From an optimization exercise on the open Yosys and OpenROAD flow, aimed at small area, a short achievable clock period and few clock cycles; shortcuts taken in it are not production practice. Only simulation tests tie the RTL to the original design; equivalence was not proved. Power and IR drop assume default switching activity.

run a:
// rvf_block_decoder
module rvf_block_decoder (
    input  wire         clk,
    input  wire         rst,
    input  wire         start,
    input  wire [15:0]  frame_len,     
    input  wire [12:0]  num_blocks,    
    output wire         idle,
    input  wire         in_valid,
    input  wire [7:0]   in_data,
    output wire         in_ready,
    output wire         out_valid,
    input  wire         out_ready,
    output wire [11:0]  out_pos,
    output wire         out_copy,      
    output wire [127:0] out_data,      
    output wire         done,
    output wire [2:0]   st_kind,
    output wire [3:0]   st_cause,
    output wire [15:0]  st_rpos,
    output wire [12:0]  st_bpos
);
==> flow/config.mk <==
export PLATFORM = sky130hd
export DESIGN_NAME = rvf_block_decoder
export DESIGN_NICKNAME = rvf_block_decoder
export VERILOG_FILES = /design/flow/design.v
export SDC_FILE = /design/flow/constraint.sdc
export NUM_CORES = 4
export LEC_CHECK = 0
export ABC_AREA = 1
export CAP_MARGIN = 20
export CORE_MARGIN = 2
export CORE_UTILIZATION = 40
export PLACE_DENSITY = 0.6
export SLEW_MARGIN = 20
==> flow/constraint.sdc <==
create_clock -name core_clock -period 10.0 [get_ports {clk}]
set_input_delay 2.0000 -clock core_clock [delete_from_list [all_inputs] [get_ports {clk}]]
set_output_delay 2.0000 -clock core_clock [all_outputs]
set_load 0.01 [all_outputs]
standard.sh (not shown) runs the stock make flow with config.mk's settings and CLKGATE_MAP_FILE= SYNTH_SCRIPT=/design/flow/synth_recipe.tcl, a recipe that flattens the netlist after the stock synthesis.
==> flow/flow/run.sh <==
#!/bin/bash
# The standard layout (standard.sh: ORFS with the standard synthesis),
# with these changes to how the layout is made:
#  - setup repair aims for 6.5 ns of slack on the 10 ns clock;
#  - the port buffers are buf_2 cells;
#  - CTS clusters up to 28 sinks within 60 um and adds no dummy loads.
# make's full output goes to flow_make.log; ORFS keeps each step's log
# under orfs/logs.
set -euo pipefail
bash standard.sh \
  SETUP_SLACK_MARGIN=6.5 \
  "BUFFER_PORTS_ARGS=-buffer_cell sky130_fd_sc_hd__buf_2" \
  "CTS_ARGS=-sink_clustering_enable -repair_clock_nets -sink_clustering_size 28 -sink_clustering_max_diameter 60 -dont_use_dummy_load" \
  finish > flow_make.log 2>&1
Testbench counts of run a, summed over its fixed seeds: cycles 99,042.
Setup changes, run a to run b
-- flow/design.v --
<<< run a, line 108
    reg [16:0] ck_x;        
    reg        rem_z;       
    reg [7:0]  fi;          
    reg [3:0]  bi;          
    reg [1:0]  sv;          
>>> run b, line 108
    reg [16:0] ck_x;        
    reg        rem_z;       
    reg [2:0]  fi;          
    reg [3:0]  bi;          
    reg [1:0]  sv;          
<<< run a, line 317
            if (ben[i]) odata_r[8*i +: 8] <= lane[8*(i % 8) +: 8];
    end
    wire pal_ld0 = (state == S_CHK) && m_pal && !m_cache && hv && !pw_v;
    wire pal_ldb = (state == S_PALB) && hv;
    wire pal_ldt = tmatch && ((state == S_SEL) || ((state == S_CHK) && m_cache && hv));
    always @(posedge clk) begin
        if (pal_ldt)
            pal <= tap;
        else begin
            if (pal_ld0) pal[7:0] <= hb;
            for (i = 1; i < 8; i = i + 1)
                if (pal_ldb && fi[i]) pal[8*i +: 8] <= hb;
        end
    end
    always @(posedge clk) begin
        ph <= ph + 4'd1;
>>> run b, line 317
            if (ben[i]) odata_r[8*i +: 8] <= lane[8*(i % 8) +: 8];
    end
    always @(posedge clk) begin
        ph <= ph + 4'd1;
<<< run a, line 413
                        c5p  <= 1'b1;
                        bi  <= 4'd0;
                        fi  <= 8'd2;
                        if (run_go || m_skip) begin
                            cbp   <= cbp + cnt;
>>> run b, line 401
                        c5p  <= 1'b1;
                        bi  <= 4'd0;
                        fi  <= 3'd1;
                        if (run_go || m_skip) begin
                            cbp   <= cbp + cnt;
<<< run a, line 426
                                sel_bad <= (hb >= {3'd0, ccount});
                                if (tmatch && !(hb >= {3'd0, ccount})) begin
                                    state <= S_DATA;
                                end else begin
>>> run b, line 414
                                sel_bad <= (hb >= {3'd0, ccount});
                                if (tmatch && !(hb >= {3'd0, ccount})) begin
                                    pal   <= tap;
                                    state <= S_DATA;
                                end else begin
<<< run a, line 433
                        end else if (m_pal) begin
                            if (pop) begin
                                state <= S_PALB;
                            end
>>> run b, line 422
                        end else if (m_pal) begin
                            if (pop) begin
                                pal[7:0] <= hb;
                                state <= S_PALB;
                            end
<<< run a, line 438
                    end
                    S_PALB: if (pop) begin
                        fi <= {fi[6:0], 1'b0};
                        if (w1 ? fi[1] : w2 ? fi[3] : fi[7]) begin
                            state <= S_DATA;
                            addp  <= 1'b1;
>>> run b, line 428
                    end
                    S_PALB: if (pop) begin
                        pal[8*fi +: 8] <= hb;
                        fi <= fi + 3'd1;
                        if (fi == (w1 ? 3'd1 : w2 ? 3'd3 : 3'd7)) begin
                            state <= S_DATA;
                            addp  <= 1'b1;
<<< run a, line 445
                    end
                    S_SEL: if (tmatch) begin
                        state <= S_DATA;
                    end
>>> run b, line 436
                    end
                    S_SEL: if (tmatch) begin
                        pal   <= tap;
                        state <= S_DATA;
                    end
Findings:
For number of storage elements in the synthesis netlist, run a and run b come out practically identical. Relative to run a, worst setup slack decreased by 55 ps in run b. For run b, the origin of the worst setup path was f0d[5]$_DFFE_PN_, unlike run a, where it was odata_r[17]$_DFFE_PP_. Relative to run a, run b degrades total via count after detailed routing. In run b the critical path depth turned out 9 higher than in run a. Global-route track usage on met1, run b and run a: lower on run a. Overall power after layout in run b is 0.61 mW higher than in run a. Between run a and run b, the compound-gate portion of the synthesized area figures differ only marginally.
Testbench counts of run b, summed over its fixed seeds: cycles 99,042.

## re-timing with driven ports
No port has a modelled driver above. Below, the same layouts with a new extraction and two added sets of constraints.
Step 1: set_driving_cell puts a clkbuf_16 on clk and a buf_2 on each other input, an assumption about the parent block.
Step 2 also shifts input and output timing later by t, the mid clock arrival at the registers, as if the neighbouring blocks saw the same clock.
Three values: ideal ports, drivers, drivers and shift; two values: the first two.
run | t (ns) | setup slack, ns | slew at the worst register clock pin (ns) | worst slew at a driven data input, ns
run a | 0.820 | 6.484 / 6.407 / 5.841 | 0.10 / 0.10 | 0.05
run b | 0.825 | 6.429 / 6.384 / 5.864 | 0.10 / 0.10 | 0.07
After both steps every run listed still meets setup and hold. For run a, which loses most, drivers alone change the setup slack by -0.077 ns; drivers and shift together by -0.643 ns.
